Source: an optimization exercise on an open RTL-to-GDS flow (aim: small area, a short achievable clock period and few clock cycles). Production flows keep margins and buffers that such runs may drop. Where RTL was checked, it was by simulation tests only, not by an equivalence proof against the original. Power and IR drop assume default switching activity.

== lane 1 ==
// gefd
module gefd (
    input  wire        clk,
    input  wire        rst,
    input  wire        in_valid,
    input  wire [2:0]  in_kind,
    input  wire [3:0]  in_addr,
    input  wire [32:0] in_data,
    output wire        in_ready,
    output reg         tx_valid,
    output wire [7:0]  tx_data,
    output reg         err_valid,
    output reg  [2:0]  err_code,
    output reg  [15:0] err_info,
    output reg         cell_valid,
    output reg  [31:0] cell_data,
    output reg         frame_valid,
    output reg         frame_occ,
    output reg         frame_mot,
    output reg  [31:0] frame_cnt,
    output reg  [15:0] frame_n,
    output reg         trig_valid,
    output reg  [31:0] trig_cnt
);
Size in the first run: about 6800 flip-flops, about 190 I/O pins, roughly 0.22 mm² of cells after synthesis.
clock: 18.0 ns
lec_check: 0
cap_margin: 20
core_margin: 2
core_utilization: 40
cts_buf_list: sky130_fd_sc_hd__clkbuf_16
cts_cluster_diameter: 100
cts_cluster_size: 24
slew_margin: 20
standard.sh (not shown) runs the stock make flow with config.mk's settings and CLKGATE_MAP_FILE= SYNTH_SCRIPT=/design/flow/synth_recipe.tcl, a recipe that flattens the netlist after the stock synthesis.
==> flow/flow/run.sh <==
#!/bin/bash
# The standard layout (the standard.sh, all steps unchanged), except that the port
# buffers the placement step inserts are sky130_fd_sc_hd__buf_4 cells instead of the
# default choice. make's full output goes to flow_make.log; each ORFS step keeps its own
# log under orfs/logs/.
set -euo pipefail
export BUFFER_PORTS_ARGS="-buffer_cell sky130_fd_sc_hd__buf_4"
bash standard.sh > flow_make.log 2>&1
Lane 1: PASS, flow complete, no timing, DRC or antenna violations
Testbench counts of lane 1, summed over its fixed seeds: cycles 58,024.
--- input diff lane 1..lane 2 ---
--- a/flow/design.v
+++ b/flow/design.v
@@ -110,47 +110,48 @@
     wire [31:0] f_ext = {{16{f_reg[15]}}, f_reg};
     wire [31:0] a_new = (p1_first ? 32'd0 : sr63) + f_ext;
     wire [31:0] sr_in = p1_ins ? a_new : sr63;
     wire [31:0] pr_in = cm_act ? sr63 : pr63;
     always @(posedge clk) begin
         srv <= {srv[2015:0], sr_in};
         prv <= {prv[2015:0], pr_in};
     end
     reg         sm_go;      
     reg  [37:0] sm_xr;
     wire        smx_s = sm_xr[37];
     wire [36:0] smx_y = sm_xr[36:0] ^ {37{smx_s}};
-    function [40:0] booth_add(input [2:0] dg, input [36:0] m);
-        case (dg)
-        3'b001, 3'b010: booth_add = {1'b0, 3'b000, m};
-        3'b011:         booth_add = {1'b0, 2'b00, m, 1'b0};
-        3'b100:         booth_add = {1'b1, ~{2'b00, m, 1'b0}};
-        3'b101, 3'b110: booth_add = {1'b1, ~{3'b000, m}};
-        default:        booth_add = 41'd0;
+    reg  [2:0]  sm_dig;     
+    reg  [39:0] sm_add;
+    always @(*) begin
+        case (sm_dig)
+        3'b001, 3'b010: sm_add = {3'b000, sm_m};
+        3'b011:         sm_add = {2'b00, sm_m, 1'b0};
+        3'b100:         sm_add = ~{2'b00, sm_m, 1'b0};
+        3'b101, 3'b110: sm_add = ~{3'b000, sm_m};
+        default:        sm_add = 40'd0;
         endcase
-    endfunction
-    reg  [39:0] sm_ad;      
-    reg         sm_ng;      
-    wire [39:0] sm_sum = sm_ph + sm_ad + {39'd0, sm_ng};
+    end
+    wire        sm_neg = sm_dig[2] & ~(sm_dig[1] & sm_dig[0]);
+    wire [39:0] sm_sum = sm_ph + sm_add + {39'd0, sm_neg};
     wire [75:0] sm_p   = {sm_ph[37:0], sm_pl};
     always @(posedge clk) begin
         if (sm_go) begin
             sm_m    <= smx_y;
             sm_pl   <= {1'b0, smx_y};
             sm_ph   <= smx_s ? {2'b00, smx_y, 1'b1} : 40'd0;
-            {sm_ng, sm_ad} <= booth_add({smx_y[1:0], 1'b0}, smx_y);
+            sm_dig  <= {smx_y[1:0], 1'b0};
         end else if (sm_busy) begin
             sm_ph  <= {{2{sm_sum[39]}}, sm_sum[39:2]};
             sm_pl  <= {sm_sum[1:0], sm_pl[37:2]};
-            {sm_ng, sm_ad} <= booth_add({sm_pl[3:2], sm_pl[1]}, sm_m);
+            sm_dig <= {sm_pl[3:2], sm_pl[1]};
         end
     end
     always @(posedge clk) begin
         if (rst) begin
             sm_busy <= 1'b0;
             sm_done <= 1'b0;
             sm_cnt  <= 5'd0;
         end else begin
             sm_done <= 1'b0;
             if (sm_go) begin
                 sm_busy <= 1'b1;
                 sm_cnt  <= 5'd0;
Results
- Lane 2 finished all stages; the layout is clean.
- The starting density of the core on lane 1 is in line with that on lane 2.
- Worst hold margin was lower in the run labelled lane 1.
- Comparing lane 2 and lane 1, the lower transition time of the tightest slew-check pin is on lane 2.
- The lower setup slack came out of lane 2.
- In the flow results for lane 2 and lane 1, the number of synthesized flops with an enable pin is smaller on lane 2.
- Re area of all placed cells without fillers: lane 2 and lane 1 aren't equal, and the higher value belongs to lane 1.
- Lane 2 reports its source of the critical timing path as sm_dig[2] while lane 1 reports rst.
- Going from lane 1 to lane 2, maximum frequency now smaller; number of clock-tree buffers in the layout has increased; register-to-register slack lower; synthesized cell count fell by 0.59%.
- Diff lane 1..lane 2 | sequential power | negligible
- Comparing lane 1 with lane 2, the clock power came out essentially unchanged.
- Across both runs, arrival time at the worst endpoint was higher for lane 2 than for lane 1.
- Final cycle utilization of the critical path for lane 2 is higher than for lane 1.
No functional check of the RTL was part of lane 2.

gefd, a different RTL version from the one above (not shown whole).
Size: about 16000 cells after synthesis, ~6800 flip-flops, ~190 I/O pins, ~210000 µm² of cells after synthesis.
export LEC_CHECK = 0
export CAP_MARGIN = 20
export CORE_MARGIN = 2
export CORE_UTILIZATION = 55
export CTS_BUF_LIST = sky130_fd_sc_hd__clkbuf_16
export CTS_CLUSTER_DIAMETER = 100
export CTS_CLUSTER_SIZE = 24
export SLEW_MARGIN = 20
create_clock -name core_clock -period 18.0 [get_ports {clk}]
==> flow/flow/run.sh <==
#!/bin/bash
# The standard layout (standard.sh, every ORFS step unchanged) with two changes:
#  - the port buffers that placement inserts are sky130_fd_sc_hd__buf_4 cells
#    (BUFFER_PORTS_ARGS) instead of the default choice;
#  - after the placement resizing step, the flip-flops that drive output-port buffers are
#    swapped to the strongest drive of their cell (flow/upsize_out.tcl); the standard
#    detailed placement that follows legalizes them.
# Each tool's full output goes to a log file here; ORFS keeps per-step logs in orfs/logs/.
set -euo pipefail
export BUFFER_PORTS_ARGS="-buffer_cell sky130_fd_sc_hd__buf_4"
RES="$PWD/orfs/results/${FLOW_PLATFORM}/gefd/base"
bash standard.sh "$RES/3_4_place_resized.odb" > flow_make_place.log 2>&1
UPSZ_ODB="$RES/3_4_place_resized.odb" openroad -no_init -exit flow/upsize_out.tcl > upsize_out.log 2>&1
bash standard.sh > flow_make.log 2>&1
==> flow/flow/upsize_out.tcl <==
# Upsize the flip-flops that drive the output ports' buffers to the strongest drive of the
# same cell (sky130_fd_sc_hd__dfxtp_1/2 -> dfxtp_4); detailed placement legalizes them next.
set odb_file $::env(UPSZ_ODB)
read_db $odb_file
set db [ord::get_db]
set block [ord::get_db_block]
set strong [$db findMaster sky130_fd_sc_hd__dfxtp_4]
set n 0
foreach bterm [$block getBTerms] {
  if {[$bterm getIoType] ne "OUTPUT"} { continue }
  set net [$bterm getNet]
  if {$net eq "NULL"} { continue }
  set buf ""
  foreach it [$net getITerms] { if {[$it isOutputSignal]} { set buf [$it getInst] } }
  if {$buf eq ""} { continue }
  foreach it [$buf getITerms] {
    if {![$it isInputSignal]} { continue }
    set n2 [$it getNet]
    if {$n2 eq "NULL"} { continue }
    foreach jt [$n2 getITerms] {
      if {![$jt isOutputSignal]} { continue }
      set ff [$jt getInst]
      set m [[$ff getMaster] getName]
      if {$m eq "sky130_fd_sc_hd__dfxtp_1" || $m eq "sky130_fd_sc_hd__dfxtp_2"} {
        $ff swapMaster $strong
        incr n
      }
    }
  }
}
puts "upsized $n output flip-flops"
write_db $odb_file
The first run completed, yet does not pass: antenna violations.
Testbench counts at the start, summed over its fixed seeds: cycles 57,975.
Edit:
--- a/flow/design.v
+++ b/flow/design.v
@@ -50,20 +50,21 @@
     reg [31:0] pktcnt;
     reg [15:0] scnt;        
     reg        first;       
     reg        prevvalid, occ, mot;
     reg [15:0] cfg_n;
     reg [31:0] cfg_e0, cfg_e1, cfg_e2, cfg_e3;    
     reg [31:0] lim;         
     reg        lim_en;      
     reg        tx_s, tx_t0, tx_t1;    
     reg [31:0] fcnt;                  
+    reg        pkt_max;               
     assign tx_data   = {1'b0, 1'b1, 1'b0, 1'b1, tx_s, 1'b0, tx_t1, tx_t0};
     always @(posedge clk) begin
         frame_occ <= occ;
         frame_mot <= mot;
         frame_n   <= cfg_n;
         trig_cnt  <= pktcnt;
     end
     reg [7:0]   trv;
     reg [255:0] trc;
     reg [2:0]   tph;
@@ -184,46 +185,39 @@
     sq_a u_sqa (.y(ya), .s(sa), .ps(a_clr ? 76'd0 : as_), .pc(a_clr ? 76'd0 : ac_),
                 .ns(a_ns), .nc(a_nc));
     sq_d u_sqd (.y(yd), .s(sd), .ps(d_clr ? 76'd0 : ds_), .pc(d_clr ? 76'd0 : dc_),
                 .ns(d_ns), .nc(d_nc));
     reg         w_sela, w_cin;
     reg  [1:0]  w_x3;       
     reg  [1:0]  w_r;        
     reg  [1:0]  q_w;        
     reg  [1:0]  w2_r;       
     reg         w2_wba, w2_wbd;
-    reg  [37:0] w_l;        
-    reg         w_lc;       
-    reg  [37:0] w_sh, w_ch;
+    reg  [75:0] w_s, w_c;   
     reg  [75:0] w_x3v;
     always @(*) begin
         case (w_x3)
         2'd1:    w_x3v = racc;
         2'd2:    w_x3v = sm_p;
         2'd3:    w_x3v = {sm_p[69:0], 6'd0};
         default: w_x3v = 76'd0;
         endcase
     end
     wire [75:0] w_x1 = w_sela ? as_ : ds_;
     wire [75:0] w_x2 = w_sela ? ac_ : dc_;
     wire [75:0] w_fs = w_x1 ^ w_x2 ^ w_x3v;
     wire [75:0] w_fc = (w_x1 & w_x2) | (w_x1 & w_x3v) | (w_x2 & w_x3v);
-    wire [75:0] w_cr = {w_fc[74:0], w_cin};
-    wire [38:0] w_lo = {1'b0, w_fs[37:0]} + {1'b0, w_cr[37:0]};
     always @(posedge clk) begin
-        w_l  <= w_lo[37:0];
-        w_lc <= w_lo[38];
-        w_sh <= w_fs[75:38];
-        w_ch <= w_cr[75:38];
+        w_s <= w_fs;
+        w_c <= {w_fc[74:0], w_cin};
     end
-    wire [37:0] w_hi  = w_sh + w_ch + {37'd0, w_lc};
-    wire [75:0] w_out = {w_hi, w_l};
+    wire [75:0] w_out = w_s + w_c;
     always @(posedge clk) begin
         as_ <= w2_wba ? w_out : a_ns;
         ac_ <= w2_wba ? 76'd0 : a_nc;
         ds_ <= w2_wbd ? w_out : d_ns;
         dc_ <= w2_wbd ? 76'd0 : d_nc;
         if (w2_r == 2'd1) racc <= w_out;
         else if (w2_r == 2'd2) racc <= ~w_out;
     end
     reg [15:0] ne_e;
     always @(*) begin
@@ -311,21 +305,21 @@
             w2_r <= w_r; w2_wba <= wb_a; w2_wbd <= wb_d;
         end
     end
     wire ev_rx  = e_v && e_k == K_RX && rs == RS_RUN;
     wire legal  = (cfg_n != 16'd0) && (cfg_e1[15:0] <= cfg_e0[15:0]) &&
                   (cfg_e3[15:0] <= cfg_e2[15:0]);
     wire [5:0] wa = wb + fidx[6:1];
     wire [5:0] rstart = ph + 6'd2 + wb;
     wire [2:0] tw = e_a[2:0] + tph + 3'd1;    
     wire tr_wr = e_v && e_k == K_CFG && rs == RS_IDLE && e_a[3];
-    wire csum_ok = ev_rx && phase == PH_CSUM && b == csumacc && pktcnt != 32'hFFFF_FFFF;
+    wire csum_ok = ev_rx && phase == PH_CSUM && b == csumacc && !pkt_max;
     wire p1_go = (csum_ok || pend) && !eb;
     wire emit_now = (scnt == 16'd1);
     wire        s1a_s = sr0[31];
     wire [31:0] s1a_y = sr0 ^ {32{s1a_s}};
     wire [32:0] s1_d  = {sr0[31], sr0} - {pr0[31], pr0};
     wire        s1d_s = s1_d[32];
     wire [32:0] s1d_y = s1_d ^ {33{s1d_s}};
     integer k;
     always @(posedge clk) begin
         tx_s <= (e_k != K_START);
@@ -336,20 +330,21 @@
         endcase
         if (e_k == K_LINK)
             err_info <= {15'd0, e_d[0]};
         else if (phase == PH_CSUM && b != csumacc)
             err_info <= {b, csumacc};
         else if (phase == PH_CONFIRM && fidx[0])
             err_info <= 16'd1;
         else
             err_info <= 16'd0;
         frame_cnt <= fcnt;
+        pkt_max   <= (pktcnt == 32'hFFFF_FFFF);
     end
     wire q_sq_load = q_act && q_sq && q_sub == 3'd0;
     wire q_sq_sub1 = q_act && q_sq && q_sub == 3'd1;
     wire [36:0] t_y = tsum[36:0] ^ {37{tsum[37]}};
     wire        t_small = (t_y[36:16] == 21'd0);
     assign sm_x  = q_xr;
     wire        qxr_s = q_xr[37];
     wire [36:0] qxr_y = q_xr[36:0] ^ {37{qxr_s}};
     wire        qxr_small = (qxr_y[36:16] == 21'd0);
     assign sm_go = sl_grab || np_go || q_go;
@@ -507,21 +502,21 @@
                     PH_ARRAY: begin
                         csumacc <= csumacc + b;
                         if (fidx == 7'd127) begin
                             phase <= PH_CSUM;
                             fidx  <= 7'd0;
                         end else
                             fidx <= fidx + 7'd1;
                     end
                     default: begin
                         if (b == csumacc) begin
-                            if (pktcnt == 32'hFFFF_FFFF) begin
+                            if (pkt_max) begin
                                 raise_err(3'd5, 16'd0);
                                 tx_valid <= 1'b1;
                                 rs <= RS_HALTED;
                             end else begin
                                 if (eb) begin
                                     pend   <= 1'b1;
                                     in_rdy <= 1'b0;
                                 end
                                 iter_end;
                             end
=> The new run finished clean; worst setup slack gains 920 ps; clock power hardly moves; die area came out higher by 0.86%; register-to-register slack gains 1200 ps; core utilization came out lower by 0.16 points; hold slack stays flat.
Testbench counts after the change, summed over its fixed seeds: cycles 57,975.

afterwards: timing with drivers on the ports:
The results above use ideal ports. As a check the final layouts listed here were re-extracted and re-timed, cells and wires unchanged.
Step 1 (the two cells are an assumption about what drives the block):
set clk [get_ports {clk}]
set_driving_cell -lib_cell sky130_fd_sc_hd__clkbuf_16 $clk
set_driving_cell -lib_cell sky130_fd_sc_hd__buf_2 [delete_from_list [all_inputs] $clk]
Step 2 times the ports against the registers' clock, not the clock port: input delays grow and output delays shrink by t, the midpoint of the rising clock arrivals with the driver on.
Slacks: ideal ports / drivers / drivers and shift; pairs: ideal ports / drivers.
run	t (ns)	setup WS [ns]	latest minus earliest clock arrival (ns)
lane 1	1.132	12.494 / 12.363 / 11.231	0.152 / 0.152
lane 2	1.100	12.324 / 12.324 / 11.953	0.148 / 0.147
the first run of note 2	1.056	11.971 / 11.971 / 11.971	0.077 / 0.077
the second run of note 2	1.081	12.890 / 12.771 / 12.890	0.088 / 0.088
The setup slack of lane 1, which loses most, moves by -0.131 ns with the drivers and by -1.263 ns with both steps.
